Source: an optimization exercise on an open RTL-to-GDS flow (aim: small area and a short achievable clock period). Production flows keep margins and buffers that such runs may drop. In this exercise RTL edits were held to simulation tests only and were not proved equivalent to the original. Power figures rest on the tool's default switching activity, not on a simulated workload.

== job 5489 ==
// seenc_top
module seenc_top (
    input  wire        clk,
    input  wire        rst,         
    input  wire        in_valid,
    input  wire [7:0]  cmd,
    input  wire [63:0] in_x,
    input  wire [63:0] in_y,
    input  wire [63:0] in_z,
    input  wire [31:0] in_a,
    input  wire [31:0] in_b,
    output reg         out_valid,
    output wire [31:0] out_a,
    output wire [31:0] out_b,
    output wire [63:0] out_x,
    output wire [63:0] out_y,
    output wire [63:0] out_z,
    output reg         err
);
    reg        v_q;
    reg [5:0]  oh_q;      
    reg        dir_q, prec_q, hi_q;
    reg [92:0] c_q;
    wire       s_ab = cmd[3];               
    wire       s_64 = ~cmd[3] & cmd[4];     
    wire       s_32 = ~cmd[3] & ~cmd[4];    
    function [30:0] chan(input [63:0] b, input s64, input s32);
        chan = {s64 & b[63] | s32 & b[31],
                b[62:60],
                {8{s64}} & b[59:52] | {8{s32}} & b[30:23],
                {18{s64}} & b[51:34] | {18{s32}} & b[22:5],
                s64 & (|b[33:0]) | s32 & (|b[4:0])};
    endfunction
    wire [92:0] enc_in = {chan(in_x, s_64, s_32), chan(in_y, s_64, s_32), chan(in_z, s_64, s_32)};
    wire [92:0] raw    = {1'd0, in_x[62:60], 27'd0, 1'd0, in_y[62:60], 27'd0, 1'd0, in_z[62:60], 27'd0};
    wire [92:0] is_raw = {1'd0, 3'b111,      27'd0, 1'd0, 3'b111,      27'd0, 1'd0, 3'b111,      27'd0};
    wire [63:0] dec_in = {in_b, in_a};
    integer k;
    always @(posedge clk) begin
        if (rst) v_q <= 1'b0;
        else     v_q <= in_valid;
        oh_q   <= {cmd[2:0] == 3'd5, cmd[2:0] == 3'd4, cmd[2:0] == 3'd3,
  ...
==> flow/config.mk <==
export PLATFORM = sky130hd
export DESIGN_NAME = seenc_top
export DESIGN_NICKNAME = seenc_top
export VERILOG_FILES = /design/flow/design.v
export SDC_FILE = /design/flow/constraint.sdc
export NUM_CORES = 4
export LEC_CHECK = 0
export ABC_AREA = 1
export CAP_MARGIN = 20
export CORE_MARGIN = 2
export CORE_UTILIZATION = 45
export SLEW_MARGIN = 20
==> flow/constraint.sdc <==
create_clock -name core_clock -period 65.0 [get_ports {clk}]
set_input_delay 13.0000 -clock core_clock [delete_from_list [all_inputs] [get_ports {clk}]]
set_output_delay 13.0000 -clock core_clock [all_outputs]
set_load 0.01 [all_outputs]
standard.sh (not shown) runs the stock make flow with config.mk's settings and CLKGATE_MAP_FILE= SYNTH_SCRIPT=/design/flow/synth_recipe.tcl, a recipe that flattens the netlist after the stock synthesis.
==> flow/flow/run.sh <==
#!/bin/bash
# The standard layout, with three changes:
#  - after the standard synthesis, the combinational logic between the
#    flip-flops is re-optimized for area by a second ABC pass (reopt.ys);
#    every flip-flop stays as the standard synthesis made it;
#  - the smallest plain buffer (buf_1) buffers each port, instead of the
#    delay buffer buffer_ports picks by default;
#  - timing repair is asked to leave a setup margin, so that it works on
#    the paths that set the achieved period.
set -euo pipefail
export BUFFER_PORTS_ARGS="-buffer_cell sky130_fd_sc_hd__buf_1"
export SETUP_SLACK_MARGIN=50.6
RES=$PWD/orfs/results/$FLOW_PLATFORM/seenc_top/base

bash standard.sh $RES/1_2_yosys.v > synth.log 2>&1

mkdir -p reopt
cp $RES/1_2_yosys.v reopt/in.v
cp $FLOW_HOME/platforms/$FLOW_PLATFORM/lib/sky130_fd_sc_hd__tt_025C_1v80.lib reopt/lib.lib
cp flow/reopt.ys flow/area.abc reopt/
(cd reopt && yosys -s reopt.ys > ../reopt.log 2>&1)
cp reopt/out.v $RES/1_2_yosys.v
rm -f reopt/lib.lib

bash standard.sh > standard.log 2>&1
Other scripts of this flow, unchanged in this note and not shown: flow/flow/area.abc, flow/flow/reopt.ys
The inputs of job 4328 differ from those of job 5489 as listed below.
-- flow/config.mk --
<<< job 5489, line 10
export CORE_MARGIN = 2
export CORE_UTILIZATION = 45
export SLEW_MARGIN = 20
>>> job 4328, line 10
export CORE_MARGIN = 2
export CORE_UTILIZATION = 50
export SLEW_MARGIN = 20
==> results.txt <==
Relative to job 5489, the relative slew slack of job 4328 is higher by 0.17 points. Job 5489 and job 4328 ended up with roughly the same clock group share of total power. From job 5489 to job 4328, hold violation count in the final report did not move at all. Job 4328 vs job 5489 — setup slack rose 0.0091 ns. Comparing job 4328 and job 5489, the higher clock buffer count is on job 4328. Of the two values seen for worst setup path startpoint, r_encb was produced by job 4328 and r_n64[0] by job 5489. Changes observed in job 4328 relative to job 5489: met1 usage went up 4.8 points; wire length decreased 3.0%; final cell area excluding filler cells now smaller.
Input-level comparison between job 2573 and job 4328:
-- flow/flow/run.sh --
<<< job 4328, line 11
export BUFFER_PORTS_ARGS="-buffer_cell sky130_fd_sc_hd__buf_1"
export SETUP_SLACK_MARGIN=50.6
RES=$PWD/orfs/results/$FLOW_PLATFORM/seenc_top/base
>>> job 2573, line 11
export BUFFER_PORTS_ARGS="-buffer_cell sky130_fd_sc_hd__buf_1"
export SETUP_SLACK_MARGIN=50.7
RES=$PWD/orfs/results/$FLOW_PLATFORM/seenc_top/base
### Flow results
Job 4328 → job 2573: peak per-stage delay on the critical path dropped 0.15 ns; synthesized cell count neither gained nor lost much; number of non-filler instances in the completed layout +24.
Area: job 2573 vs job 4328 -> job 2573 larger
Between job 4328 and job 2573, the overall power of the completed layout is lower for job 4328.
The first element of the critical path comes out r_encb in one run and r_n64[0] in the other, namely in job 4328 and job 2573 respectively.
[job 2573 vs job 4328] global routing met3 resource utilization: higher in job 2573

old:
Another version of the RTL of seenc_top (not shown whole).
Size in the first run: ~4,000 cells after synthesis, ~190 flip-flops, about 530 I/O pins, ~0.022 sq mm of cells after synthesis.
Design seenc_top, start of the top module:
module seenc_top (
    input  wire        clk,
    input  wire        rst,         
    input  wire        in_valid,
    input  wire [7:0]  cmd,
    input  wire [63:0] in_x,
    input  wire [63:0] in_y,
    input  wire [63:0] in_z,
    input  wire [31:0] in_a,
    input  wire [31:0] in_b,
    output reg         out_valid,
    output wire [31:0] out_a,
    output wire [31:0] out_b,
    output wire [63:0] out_x,
    output wire [63:0] out_y,
    output wire [63:0] out_z,
    output reg         err
);
make LEC_CHECK=0 ABC_AREA=1 CAP_MARGIN=20 CORE_MARGIN=2 CORE_UTILIZATION=55 SLEW_MARGIN=20 finish   # period 65.0 ns
run.sh (not shown) runs the stock make flow with config.mk's settings and CLKGATE_MAP_FILE= SYNTH_SCRIPT=/design/flow/synth_recipe.tcl, a recipe that flattens the netlist after the stock synthesis.
Stock flow here: none of the scripts above is used.
## Diff of input files: new against old
==> flow/flow/run.sh (new file) <==
#!/bin/bash
# The standard layout, with the smallest plain buffer (buf_1) as each port's
# buffer instead of the delay buffer buffer_ports picks by default.
set -euo pipefail
export BUFFER_PORTS_ARGS="-buffer_cell sky130_fd_sc_hd__buf_1"
bash standard.sh > standard.log 2>&1
==> flow/standard.sh (new file) <==
#!/bin/bash
# synth_recipe.tcl (not shown) runs the flow's synth.tcl, then flattens the netlist and writes it again
# the make line also repeats each setting of config.mk as NAME=value (left out here)
make -C /OpenROAD-flow-scripts/flow DESIGN_CONFIG=/design/flow/config.mk WORK_HOME=/design/flow/orfs CLKGATE_MAP_FILE= SYNTH_SCRIPT=/design/flow/synth_recipe.tcl "${@:-finish}"
removed: flow/run.sh
==> results.txt <==
new was carried through to the last stage, and its layout satisfied the timing, design-rule and antenna checks.
Share of total power in the clock network: lower on new
Summary — wire length on met1, new relative to old: higher, by 680 um.
new reports a higher clock buffer count than old does.
Slew of the pin with the lowest slew margin (lower): new
new ends up with a proportion of power drawn by flip-flops and latches that is 0.2 points higher than in old.
In new relative to old, wire length of the first global-routing pass had gone down slightly.
Compared to old, new shows a wider setup margin.

Setup of 06-01:
seenc_top with an RTL version that a note above also has.
Size: roughly 530 I/O pins, roughly 0.018 mm^2 of cells after synthesis.
clock: 65.0 ns
lec_check: 0
abc_area: 1
cap_margin: 20
core_margin: 2
core_utilization: 50
slew_margin: 20
standard.sh (not shown) runs the stock make flow with config.mk's settings and CLKGATE_MAP_FILE= SYNTH_SCRIPT=/design/flow/synth_recipe.tcl, a recipe that flattens the netlist after the stock synthesis.
==> flow/flow/run.sh <==
#!/bin/bash
# The standard layout, with three changes:
#  - after the standard synthesis, the combinational logic between the
#    flip-flops is re-optimized for area by a second ABC pass (reopt.ys);
#    every flip-flop stays as the standard synthesis made it;
#  - the smallest plain buffer (buf_1) buffers each port, instead of the
#    delay buffer buffer_ports picks by default;
#  - timing repair is asked to leave a setup margin, so that it works on
#    the paths that set the achieved period.
set -euo pipefail
export BUFFER_PORTS_ARGS="-buffer_cell sky130_fd_sc_hd__buf_1"
export SETUP_SLACK_MARGIN=50.6
RES=$PWD/orfs/results/$FLOW_PLATFORM/seenc_top/base

bash standard.sh $RES/1_2_yosys.v > synth.log 2>&1

mkdir -p reopt
cp $RES/1_2_yosys.v reopt/in.v
cp $FLOW_HOME/platforms/$FLOW_PLATFORM/lib/sky130_fd_sc_hd__tt_025C_1v80.lib reopt/lib.lib
cp flow/reopt.ys flow/area.abc reopt/
(cd reopt && yosys -s reopt.ys > ../reopt.log 2>&1)
cp reopt/out.v $RES/1_2_yosys.v
rm -f reopt/lib.lib

bash standard.sh > standard.log 2>&1
Other scripts of this flow, unchanged in this note and not shown: flow/flow/area.abc, flow/flow/reopt.ys
Setup changes, 06-01 to 09-13
Settings: CORE_UTILIZATION now 55, was 50.
==> results.txt <==
The estimated power of 09-13 ends up higher than the estimate for 06-01.
Minimum period implied by the final worst setup slack (09-13 over 06-01): increase, 0.056 ns
09-13 against 06-01: first-iteration DRC count saw an increase; peak per-stage delay on the critical path went up.
Detailed placer's ending HPWL, 06-01 and 09-13: higher on 09-13
| total sequential power | 06-01 vs 09-13 | ≈ equal |
Looking at setup slack after layout, 09-13 sits 0.056 ns below 06-01.
06-01 reports its uppermost layer routed as met4 while 09-13 reports met5.

seenc_top, a different RTL version from the one above (not shown whole).
Size: about 530 I/O pins.
// seenc_top
module seenc_top (
    input  wire        clk,
    input  wire        rst,         
    input  wire        in_valid,
    input  wire [7:0]  cmd,
    input  wire [63:0] in_x,
    input  wire [63:0] in_y,
    input  wire [63:0] in_z,
    input  wire [31:0] in_a,
    input  wire [31:0] in_b,
    output reg         out_valid,
    output wire [31:0] out_a,
    output wire [31:0] out_b,
    output wire [63:0] out_x,
    output wire [63:0] out_y,
    output wire [63:0] out_z,
    output reg         err
);
    reg        v_q;
    reg [5:0]  oh_q;      
    reg        dir_q, prec_q, hi_q;
    reg [92:0] c_q;
    wire       s_ab = cmd[3];               
    wire       s_64 = ~cmd[3] & cmd[4];     
    wire       s_32 = ~cmd[3] & ~cmd[4];    
    function [30:0] chan(input [63:0] b, input s64, input s32);
        chan = {s64 & b[63] | s32 & b[31],
                b[62:60],
                {8{s64}} & b[59:52] | {8{s32}} & b[30:23],
                {18{s64}} & b[51:34] | {18{s32}} & b[22:5],
  ...
clock: 65.0 ns
lec_check: 0
abc_area: 1
cap_margin: 20
core_margin: 2
core_utilization: 50
slew_margin: 20
==> flow/flow/run.sh <==
#!/bin/bash
# The standard layout, with three changes:
#  - after the standard synthesis, the combinational logic between the
#    flip-flops is re-optimized for area by a second ABC pass (reopt.ys);
#    every flip-flop stays as the standard synthesis made it;
#  - the smallest plain buffer (buf_1) buffers each port, instead of the
#    delay buffer buffer_ports picks by default;
#  - timing repair is asked to leave a setup margin, so that it works on
#    the paths that set the achieved period.
set -euo pipefail
export BUFFER_PORTS_ARGS="-buffer_cell sky130_fd_sc_hd__buf_1"
export SETUP_SLACK_MARGIN=51.0
RES=$PWD/orfs/results/$FLOW_PLATFORM/seenc_top/base

bash standard.sh $RES/1_2_yosys.v > synth.log 2>&1

mkdir -p reopt
cp $RES/1_2_yosys.v reopt/in.v
cp $FLOW_HOME/platforms/$FLOW_PLATFORM/lib/sky130_fd_sc_hd__tt_025C_1v80.lib reopt/lib.lib
cp flow/reopt.ys flow/area.abc reopt/
(cd reopt && yosys -s reopt.ys > ../reopt.log 2>&1)
cp reopt/out.v $RES/1_2_yosys.v
rm -f reopt/lib.lib

bash standard.sh > standard.log 2>&1
==> flow/flow/area.abc <==
strash
dc2
dch -f
map -a
strash
dch -f
map -a
topo
==> flow/flow/reopt.ys <==
# Re-map the combinational logic of the standard synthesis netlist for area.
# Every flip-flop instance is kept as it is (same cell, same name); only the
# logic between them is re-optimized by ABC and mapped again to the library.
read_verilog in.v
read_liberty -ignore_miss_func lib.lib
hierarchy -top seenc_top
setattr -mod -set keep_hierarchy 1 sky130_fd_sc_hd__dfxtp_1 sky130_fd_sc_hd__dfxtp_2 sky130_fd_sc_hd__dfxtp_4
flatten
opt_clean
abc -liberty lib.lib -script area.abc -dont_use sky130_fd_sc_hd__probe_p_8 -dont_use sky130_fd_sc_hd__probec_p_8
opt_clean -purge
hilomap -singleton -hicell sky130_fd_sc_hd__conb_1 HI -locell sky130_fd_sc_hd__conb_1 LO
splitnets
opt_clean -purge
# ports that alias another net get a buffer, as in the standard synthesis
insbuf -buf sky130_fd_sc_hd__buf_4 A X
rename -hide w:*.*
opt_clean -purge
stat -liberty lib.lib
select seenc_top
write_verilog -noattr -nohex -nodec -selected out.v
==> next run, changes <==
==> flow/flow/run.sh (replaced) <==
#!/bin/bash
# The standard layout, with the smallest plain buffer (buf_1) as each port's
# buffer instead of the delay buffer buffer_ports picks by default, and
# timing repair asked to leave a setup margin, so that it works on the paths
# that set the achieved period.
set -euo pipefail
export BUFFER_PORTS_ARGS="-buffer_cell sky130_fd_sc_hd__buf_1"
export SETUP_SLACK_MARGIN=50.5
bash standard.sh > standard.log 2>&1
- CORE_UTILIZATION: 50 -> 60
removed: flow/flow/area.abc
removed: flow/flow/reopt.ys
Cell count climbs by 9.4%. Sequential power climbs by about 10%. Power climbs by 20%. Die area climbs by 2.0%. Worst hold slack is better by 5.7 ps. Clock-buffer cell count stays the same. Combinational power climbs by 25%. Register-to-register slack is better by 1400 ps. Cell area climbs by 9.1%. First-iteration DRC count climbs by 5.0%.
==> next run, changes <==
--- a/flow/flow/run.sh
+++ b/flow/flow/run.sh
@@ -8 +8 @@
-export SETUP_SLACK_MARGIN=50.5
+export SETUP_SLACK_MARGIN=51.2
- CORE_UTILIZATION: 60 -> 70
Now the flow never finished: it broke off in 5_1_grt on GRT-0232.
Area after synthesis stays the same.
Synthesized cell count stays the same.
==> next run, changes <==
==> flow/flow/run.sh (replaced) <==
#!/bin/bash
# The standard layout, with three changes:
#  - after the standard synthesis, the combinational logic between the
#    flip-flops is re-optimized for area by a second ABC pass (reopt.ys);
#    every flip-flop stays as the standard synthesis made it;
#  - the smallest plain buffer (buf_1) buffers each port, instead of the
#    delay buffer buffer_ports picks by default;
#  - timing repair is asked to leave a setup margin, so that it works on
#    the paths that set the achieved period.
set -euo pipefail
export BUFFER_PORTS_ARGS="-buffer_cell sky130_fd_sc_hd__buf_1"
export SETUP_SLACK_MARGIN=51.0
RES=$PWD/orfs/results/$FLOW_PLATFORM/seenc_top/base

bash standard.sh $RES/1_2_yosys.v > synth.log 2>&1

mkdir -p reopt
cp $RES/1_2_yosys.v reopt/in.v
cp $FLOW_HOME/platforms/$FLOW_PLATFORM/lib/sky130_fd_sc_hd__tt_025C_1v80.lib reopt/lib.lib
cp flow/reopt.ys flow/area.abc reopt/
(cd reopt && yosys -s reopt.ys > ../reopt.log 2>&1)
cp reopt/out.v $RES/1_2_yosys.v
rm -f reopt/lib.lib

bash standard.sh > standard.log 2>&1
==> flow/flow/area.abc (new file) <==
strash
dc2
dch -f
map -a
strash
dch -f
map -a
topo
==> flow/flow/reopt.ys (new file) <==
# Re-map the combinational logic of the standard synthesis netlist for area.
# Every flip-flop instance is kept as it is (same cell, same name); only the
# logic between them is re-optimized by ABC and mapped again to the library.
read_verilog in.v
read_liberty -ignore_miss_func lib.lib
hierarchy -top seenc_top
setattr -mod -set keep_hierarchy 1 sky130_fd_sc_hd__dfxtp_1 sky130_fd_sc_hd__dfxtp_2 sky130_fd_sc_hd__dfxtp_4
flatten
opt_clean
abc -liberty lib.lib -script area.abc -dont_use sky130_fd_sc_hd__probe_p_8 -dont_use sky130_fd_sc_hd__probec_p_8
opt_clean -purge
hilomap -singleton -hicell sky130_fd_sc_hd__conb_1 HI -locell sky130_fd_sc_hd__conb_1 LO
splitnets
opt_clean -purge
# ports that alias another net get a buffer, as in the standard synthesis
insbuf -buf sky130_fd_sc_hd__buf_4 A X
rename -hide w:*.*
opt_clean -purge
stat -liberty lib.lib
select seenc_top
write_verilog -noattr -nohex -nodec -selected out.v
- CORE_UTILIZATION: 70 -> 60
- The changed run never finished: it broke off in 5_1_grt (GRT-0232)
- area after synthesis shrinks by about a fifth
- synthesized cell count shrinks by about a fifth

port drivers added, routing unchanged:
In the flow no input, the clock included, has a driving cell. The finished layouts below were timed again as built, in two steps.
Step 1, drivers: a clkbuf_16 drives clk and a buf_2 each remaining input, both assumed.
Step 2 moves the port delays by t, midway between the first and last clock arrival at a register: inputs arrive t later, outputs are due t later. That takes back most of the time a late clock gives input paths.
Three values: no drivers, after step 1, after step 2; two values: the first two.
run | shift t [ns] | slack for setup (ns) | worst hold slack (ns) | worst setup path after step 2
job 5489 | 0.540 | 50.606 / 50.551 / 50.287 | 0.446 / 0.446 / 0.446 | input to register
job 4328 | 0.545 | 50.615 / 50.552 / 50.233 | 0.447 / 0.447 / 0.447 | input to register
job 2573 | 0.544 | 50.647 / 50.585 / 50.298 | 0.446 / 0.446 / 0.446 | input to register
old | 0.526 | 49.098 / 49.044 / 49.571 | 0.430 / 0.430 / 0.430 | register to output
new | 0.522 | 49.517 / 49.462 / 49.924 | 0.415 / 0.415 / 0.415 | input to register
06-01 | 0.524 | 50.635 / 50.594 / 50.147 | 0.454 / 0.454 / 0.454 | input to register
09-13 | 0.520 | 50.579 / 50.527 / 50.204 | 0.468 / 0.468 / 0.468 | input to register
the first run of note 4 | 0.552 | 50.526 / 50.468 / 50.568 | 0.405 / 0.405 / 0.405 | input to register
the second run of note 4 | 0.536 | 50.518 / 50.460 / 50.085 | 0.411 / 0.411 / 0.411 | input to register
After both steps setup and hold are still met in every run listed. The setup slack of 06-01, which loses most, moves by -0.041 ns with the drivers and by -0.488 ns with both steps.
